This design comes from an exercise in tuning for small area on the open sky130 flow, not from production work. Only the layout flow was run in this run; the RTL was not checked for function there. No activity file was given, so power comes from the tool's default toggle rates.

File: design.v
module axi_rd_tracker (
    input  wire        clk,
    input  wire        rst_n,
    input  wire        arvalid,
    output reg         arready,
    input  wire [7:0]  arid,
    input  wire [31:0] araddr,
    input  wire [3:0]  arlen,
    output wire        rvalid,
    input  wire        rready,
    output wire [7:0]  rid,
    output wire [31:0] rdata,
    output wire        rlast,
    output reg         be_req_valid,
    output reg  [31:0] be_req_addr,
    output reg  [3:0]  be_req_len,
    input  wire        cpl_valid,
    input  wire [31:0] cpl_addr,
    input  wire [31:0] cpl_data,
    output wire [4:0]  inflight,
    output reg         fault
);
    localparam N       = 32;     
    localparam PQD     = 8;      
    localparam R_LAT   = 2;      
    localparam W_EFF   = 16;     
    localparam BW      = 42;     
    localparam [BW-1:0] FILL_BEAT = {1'b0, 1'b0, 8'd0, 32'hAAAAAAAA};
    localparam [BW-1:0] GAP_BEAT  = {1'b0, 1'b0, 8'd0, 32'h55555555};
    reg [29:0]  t_addr [0:N-1];
    reg [7:0]   t_id   [0:N-1];
    reg [31:0]  t_data [0:N-1];
    reg [N-1:0] t_last;
    reg [N-1:0] t_fill;
    reg [4:0]   t_head;
    reg [4:0]   t_tail;
    reg [5:0]   t_count;
    reg [BW-1:0] pq [0:PQD-1];
    reg [2:0]    pq_rd;
    reg [2:0]    pq_wr;
    reg [3:0]    pq_count;
    reg [BW-1:0] lq [0:R_LAT-1];
    reg [BW-1:0] rout;
    assign rvalid   = rout[41];
    assign rlast    = rout[40];
    assign rid      = rout[39:32];
    assign rdata    = rout[31:0];
    assign inflight = t_count[4:0];
    wire       ar_hs    = arvalid & arready & ~fault;
    wire [5:0] ar_beats = {2'b00, arlen} + 6'd1;
    wire          head_ok = (t_count != 6'd0) && t_fill[t_head];
    wire          pq_room = (pq_count <= PQD - 2);
    wire          drain   = ~fault & head_ok & pq_room;
    wire [BW-1:0] d_beat  = {1'b1, t_last[t_head], t_id[t_head], t_data[t_head]};
    wire          d_last  = t_last[t_head];
    wire [1:0]    n_push  = drain ? (d_last ? 2'd2 : 2'd1) : 2'd0;
    wire          advance = ~fault & ~(rvalid & ~rready);
    wire          pq_any  = (pq_count != 4'd0) || (n_push != 2'd0);
    wire          pq_pop  = advance & pq_any;
    wire [BW-1:0] next_in = (pq_count != 4'd0) ? pq[pq_rd] :
                            (n_push != 2'd0)   ? d_beat    : FILL_BEAT;
    reg [N-1:0]   occupied;
    reg [N-1:0]   match;
    reg [4:0]     off;
    integer       j;
    always @(*) begin
        for (j = 0; j < N; j = j + 1) begin
            off         = j[4:0] - t_head;
            occupied[j] = ({1'b0, off} < t_count);
            match[j]    = occupied[j] && !t_fill[j] &&
                          (t_addr[j] == cpl_addr[31:2]) && (cpl_addr[1:0] == 2'b00);
        end
    end
    wire [2*N-1:0] match_dbl = {match, match} >> t_head;
    wire [N-1:0]   match_rot = match_dbl[N-1:0];
    wire [N-1:0]   first_rot = match_rot & (~match_rot + 1'b1);
    wire [2*N-1:0] first_dbl = {first_rot, first_rot} << t_head;
    wire [N-1:0]   cpl_onehot = first_dbl[2*N-1:N];
    wire           cpl_found  = |match;
    wire cpl_fill = ~fault & cpl_valid & cpl_found;
    wire cpl_bad  = ~fault & cpl_valid & ~cpl_found;
    reg [N-1:0] alloc;
    reg [N-1:0] alloc_last;
    reg [4:0]   aoff [0:N-1];
    integer     m;
    always @(*) begin
        for (m = 0; m < N; m = m + 1) begin
            aoff[m]       = m[4:0] - t_tail;
            alloc[m]      = ar_hs && (aoff[m] <= {1'b0, arlen});
            alloc_last[m] = (aoff[m] == {1'b0, arlen});
        end
    end
    wire [5:0] count_next = t_count + (ar_hs ? ar_beats : 6'd0) - (drain ? 6'd1 : 6'd0);
    integer i;
    always @(posedge clk) begin
        if (!rst_n) begin
            t_head       <= 5'd0;
            t_tail       <= 5'd0;
            t_count      <= 6'd0;
            t_fill       <= {N{1'b0}};
            pq_rd        <= 3'd0;
            pq_wr        <= 3'd0;
            pq_count     <= 4'd0;
            for (i = 0; i < R_LAT; i = i + 1)
                lq[i] <= FILL_BEAT;
            rout         <= FILL_BEAT;
            arready      <= (W_EFF >= 1);
            be_req_valid <= 1'b0;
            fault        <= 1'b0;
        end else begin
            be_req_valid <= ar_hs;
            if (ar_hs) begin
                be_req_addr <= {araddr[31:2], 2'b00};
                be_req_len  <= arlen;
            end
            if (!fault) begin
                for (i = 0; i < N; i = i + 1) begin
                    if (alloc[i]) begin
                        t_addr[i] <= araddr[31:2] + {25'd0, aoff[i]};
                        t_id[i]   <= arid;
                        t_last[i] <= alloc_last[i];
                        t_fill[i] <= 1'b0;
                    end
                end
                if (ar_hs)
                    t_tail <= t_tail + ar_beats[4:0];
                for (i = 0; i < N; i = i + 1) begin
                    if (cpl_fill && cpl_onehot[i]) begin
                        t_fill[i] <= 1'b1;
                        t_data[i] <= cpl_data;
                    end
                end
                if (drain)
                    t_head <= t_head + 5'd1;
                t_count <= count_next;
                if (drain) begin
                    pq[pq_wr] <= d_beat;
                    if (d_last)
                        pq[pq_wr + 3'd1] <= GAP_BEAT;
                end
                pq_wr    <= pq_wr + {1'b0, n_push};
                pq_rd    <= pq_rd + {2'b00, pq_pop};
                pq_count <= pq_count + {2'b00, n_push} - {3'b000, pq_pop};
                if (advance) begin
                    rout <= lq[0];
                    for (i = 0; i < R_LAT - 1; i = i + 1)
                        lq[i] <= lq[i + 1];
                    lq[R_LAT - 1] <= next_in;
                end
                arready <= drain ? 1'b0 : (count_next < W_EFF);
                if (cpl_bad)
                    fault <= 1'b1;
            end
        end
    end
endmodule
File: run.sh
#!/bin/bash
# synth_recipe.tcl (not shown) runs the flow's synth.tcl, then flattens the netlist and writes it again
# the make line also repeats each setting of config.mk as NAME=value (left out here)
make -C /OpenROAD-flow-scripts/flow DESIGN_CONFIG=/design/flow/config.mk WORK_HOME=/design/flow/orfs CLKGATE_MAP_FILE= SYNTH_SCRIPT=/design/flow/synth_recipe.tcl finish
File: config.mk
export PLATFORM = sky130hd
export DESIGN_NAME = axi_rd_tracker
export DESIGN_NICKNAME = axi_rd_tracker
export VERILOG_FILES = /design/flow/design.v
export SDC_FILE = /design/flow/constraint.sdc
export NUM_CORES = 4
export LEC_CHECK = 0
export CAP_MARGIN = 20
export CORE_MARGIN = 2
export CORE_UTILIZATION = 40
export PLACE_DENSITY = 0.6
export SLEW_MARGIN = 20
File: constraint.sdc
create_clock -name core_clock -period 12.0 [get_ports {clk}]
set_input_delay 2.4000 -clock core_clock [delete_from_list [all_inputs] [get_ports {clk}]]
set_output_delay 2.4000 -clock core_clock [all_outputs]
set_load 0.01 [all_outputs]
==> results.txt <==
[worst max-delay path, cell delays in order]
cell and delay (ns):
clkdlybuf4s50_1 0.50, or2_1 0.53, a211oi_1 0.92, nand4_1 0.16, or4_1 0.99, o2bb2ai_1 0.71
o22ai_1 0.30, o21ai_0 0.35, a22oi_1 0.43, or3_1 0.45, a2111o_1 0.53, mux2i_1 0.33
nand2_1 0.15, o21ai_1 0.29, mux2i_1 0.24, a211oi_4 0.64, buf_12 0.34
[power breakdown]
part           internal (mW)  switching [mW]
logic                   1.04            2.42
registers               11.1           0.163
clock network           5.46            4.12
total                   17.6            6.71
[cell usage after synthesis, types with 40 or more instances]
cell	number	area share
mux4_2	110	0.018
nor4_1	263	0.012
a22o_1	107	0.0069
nand4_1	224	0.010
a31oi_1	49	0.0023
nor2_1	836	0.023
a221oi_1	118	0.0076
mux2i_1	91	0.0067
a21oi_1	412	0.015
a222oi_1	119	0.0088
xnor2_1	665	0.043
inv_1	139	0.0038
buf_4	64	0.0035
and2_1	50	0.0023
edfxtp_1	2306	0.51
o21ai_0	163	0.0060
a21o_1	79	0.0044
nor2b_1	71	0.0033
buf_1	70	0.0019
a22oi_1	256	0.014
nand2_1	1185	0.033
and3_1	45	0.0021
buf_2	41	0.0015
o21ai_1	40	0.0015
ha_1	210	0.019
nand3_1	238	0.0088
buf_6	47	0.0039
o221ai_1	51	0.0033
clkbuf_1	564	0.016
xor2_1	1200	0.077
a211oi_1	68	0.0038
dfxtp_1	526	0.078
o211ai_1	180	0.010
nor3_1	148	0.0055
[routing by layer]
layer | share of wire | global-route usage | vias to the layer above | routed length (µm)
met1 | 0.36 | 0.4183 | 51962 | 213200
met4 | 0.075 | 0.2073 | 34 | 43800
met5 | 0.00039 | 0 | - | 230
li1 | - | - | 42055 | -
met3 | 0.12 | 0.08126 | 1708 | 71400
met2 | 0.44 | 0.5028 | 7582 | 259100
[placed cells by master, fill, tap and decap left out, types with 234 or more instances in the layout]
| cell | instances |
|---|---|
| a21oi_1 | 406 |
| a22oi_1 | 256 |
| buf_4 | 453 |
| clkbuf_16 | 324 |
| dfxtp_1 | 517 |
| edfxtp_1 | 2306 |
| nand2_1 | 1177 |
| nand3_1 | 234 |
| nor2_1 | 780 |
| nor4_1 | 251 |
| xnor2_1 | 660 |
| xor2_1 | 1199 |
[kinds of logic (layout without fill, tap and decap cells)]
| group | Yosys count | after routing | share of synthesized area |
|---|---|---|---|
| AO/OA/AOI/OAI | 1917 | 1917 | 0.1017 |
| flip-flops | 2832 | 2832 | 0.5876 |
| AND/OR/NAND/NOR | 3255 | 3255 | 0.1110 |
| adder cells (fa/ha/maj) | 218 | 218 | 0.02053 |
| multiplexers | 227 | 227 | 0.02711 |
| XOR/XNOR | 1866 | 1866 | 0.1204 |
| buffers and inverters | 940 | 1396 | 0.03159 |
| other | 1 | 23 | 0.00002762 |
[worst max-delay path by stage]
stage               slack [ns]  depth (start not counted)                       end              startpoint
floorplan                 0.41                         30   t_data[27][0]$_DFFE_PP_  t_head[3]$_SDFFE_PN0P_
global placement          1.63                         18  t_data[12][18]$_DFFE_PP_             cpl_addr[1]
detailed placement        1.62                         18  t_data[12][18]$_DFFE_PP_             cpl_addr[0]
CTS                       2.63                         18  t_data[12][27]$_DFFE_PP_             cpl_addr[0]
global route              2.40                         21   t_data[12][2]$_DFFE_PP_  t_head[1]$_SDFFE_PN0P_
finish                    2.27                         17  t_data[12][10]$_DFFE_PP_             cpl_addr[1]
[registers in the layout, indices dropped and copies added (netlist names), 4 cells and up, named ones only]
signal       count
t_count          6
t_addr         960
t_head           5
pq_count         4
t_id           256
t_data        1024
pq             336
t_fill          32
t_last          32
t_tail           5
rout            42
be_req_len       4
be_req_addr     30
lq              84
[area by class of cell]
cell class                 instances  area [µm²]  area share
multi-input combinational       7485       52830      0.3414
antenna                           21       52.55   0.0003395
tap                             4515        5649     0.03650
sequential                      2832       79810      0.5156
timing repair buffer             690        5904     0.03815
inverter                         145       546.8    0.003533
clock inverter                   153        1449    0.009361
clock buffer                     408        8533     0.05513
[stage by stage]
| step | hold WS (ns) | setup WS, ns |
|---|---|---|
| 5_1_grt | 0.4679 | 2.402 |
| 4_1_cts | 0.4522 | 2.629 |
| 6_report | 0.4526 | 2.267 |
| 3_3_place_gp | 0.4383 | 1.630 |
| 2_1_floorplan | 0.4287 | 0.4136 |
| 3_5_place_dp | 0.4430 | 1.624 |
==> summary.txt <==
Clock network
  – Root Buffer: clkbuf_16
  – Sink Count: 2832
  – Clock tree from TritonCTS: yes
  – Postcts setup bufs: 0
  – Depth of the CTS H-tree: 5
  – Cts repair resizes: 0
  – Clock insertion delay at the later pin of the skew report: 0.98 ns
  – Maximum buffer depth of the clock tree: 4
  – Register clock-pin slew on the reported worst setup and hold paths: 0.06 ns
  – Number of buffers inserted for hold repair after clock tree synthesis: 0
  – Number of buffers created by CTS: 313

Placement
  – DP Cell Count: 15666
  – Placed cell areas: 0.1447 mm²
  – Port Buffers: 194
  – Final weighted congestion in routability-driven placement: 1.028
  – Hpwl dp: 376.9 mm

Floorplanning
  – Core Box Area: 0.3371 mm²
  – Die boundary width: 586.6 µm
  – Die ar.: 0.3441 mm²
  – Starting density of the core: 0.4027
  – Std-Cell Rows: 213
  – Chip Height: 586.6 µm
  – Io pins: 199

Drt
  – Via-per-instance ratio: 6.360
  – Post-Route WL: 587.7 mm
  – Routed wire per std cell: 36.17 µm
  – Number of nets still failing antenna checks after routing: 0
  – Count of unresolved DRC violations after routing: 0
  – Detailed-routing iteration count for the pre-antenna-repair pass: 9
  – Initial DRC count: 16151
  – Total number of vias: 103341

Timing
  – Setup violators final: 0
  – Max-slew violation count: 0
  – Total Neg Setup Slack: 0 ns
  – Clock Skew: 0.09618 ns
  – Worst-case headroom to the max-slew limit: 0.09316
  – Crit path time final: 9.733 ns
  – Period utilization: 0.8111
  – Maximum clock rate: 102.7 MHz
  – Setup repair after global routing missed its margin: no
  – Tightest Pin Transition: 1.350 ns
  – Total count of hold-check failures in the final report: 0

Global routing
  – Global-route wire length before repair: 796.8 mm
  – Antenna violations before repair: 40
  – GR Overflow Total: 0
  – Maximum number of pins on one net before global-route repair: 100
  – Total global routing track utilization: 0.3290
  – Via count of the first global-routing pass: 98117

Final layout
  – Util after Layout: 0.4591
  – Filler Cells Inserted: 30160
  – Design area: 0.1548 mm²
  – Net count reported at finish: 11798
  – Cell Count, Final, Fillers Out: 16249
  – Share of layout cells above drive strength 1: 0.1195
  – Area added between synthesis and finish: 14.00%

Synthesis
  – Sequential cell area fraction in the yosys report: 0.5876
  – Synthesis-stage register bit count: 2832
  – Post-synthesis average cell area: 12.06 µm²
  – Dominant synthesized flop cell: edfxtp_1
  – Count of unique library cells instantiated by Yosys: 106
  – Number of flops mapped to enable cells by yosys: 2306
  – Post-synthesis async set-or-reset flop share: 0
  – Yosys warnings: 6
  – Post-Syn Instances: 11256
  – Post-Syn Area: 0.1358 mm²

Min path
  – Capture endpoint of the worst hold path: pq[3][11]$_SDFFE_PP0P_
  – Launch instance of the worst min-delay path: pq[3][11]$_SDFFE_PP0P_
  – Number of cells on the worst hold path: 2
  – Worst hold path class: flip-flop to flip-flop

Worst setup path
  – Critical Path AT: 10.38 ns
  – Startpoint of the lowest-slack register-to-register path: t_head[2]$_SDFFE_PN0P_
  – Number of cell instances on the worst register-to-register path: 22
  – Capture instance of the worst register-to-register path: t_data[26][2]$_DFFE_PP_
  – Peak fanout along the critical path: 27
  – Kind of critical path: input pin to flip-flop
  – Startpoint type of the worst setup path: input pin
  – Critical path required time: 12.64 ns
  – Worst R2R Setup Slack: 2.38 ns
  – Critical Path End Type: flip-flop

Power and ir drop
  – Worst vdd rail ir drop: 148.1 µV
  – Power density over the cells: 156.9 mW/mm²
  – Leakage power of the design: 51.96 nW
  – Total power of the final layout: 24.28 mW

Status
  – Outcome: no timing/DRC/antenna violations

Run
  – Max-capacitance violation count: 0

static timing again, ports no longer ideal:
No port has a modelled driver above. Below, the same layout with a new extraction and two added sets of constraints.
Step 1 (the two cells are an assumption about what drives the block):
set clk [get_ports {clk}]
set_driving_cell -lib_cell sky130_fd_sc_hd__clkbuf_16 $clk
set_driving_cell -lib_cell sky130_fd_sc_hd__buf_2 [delete_from_list [all_inputs] $clk]
Step 2, shift: input delay + t, output delay - t, t = (earliest + latest rising clock arrival at the registers) / 2. This alone moves slack from input paths to output paths.
Three values: no drivers, after step 1, after step 2; two values: the first two.
t, ns: 1.033
setup slack, ns: 2.267 / 2.338 / 1.305
latest minus earliest clock arrival (ns): 0.097 / 0.096
After both steps setup and hold are still met in this run. The setup slack of this run moves by +0.071 ns with the drivers and by -0.962 ns with both steps.
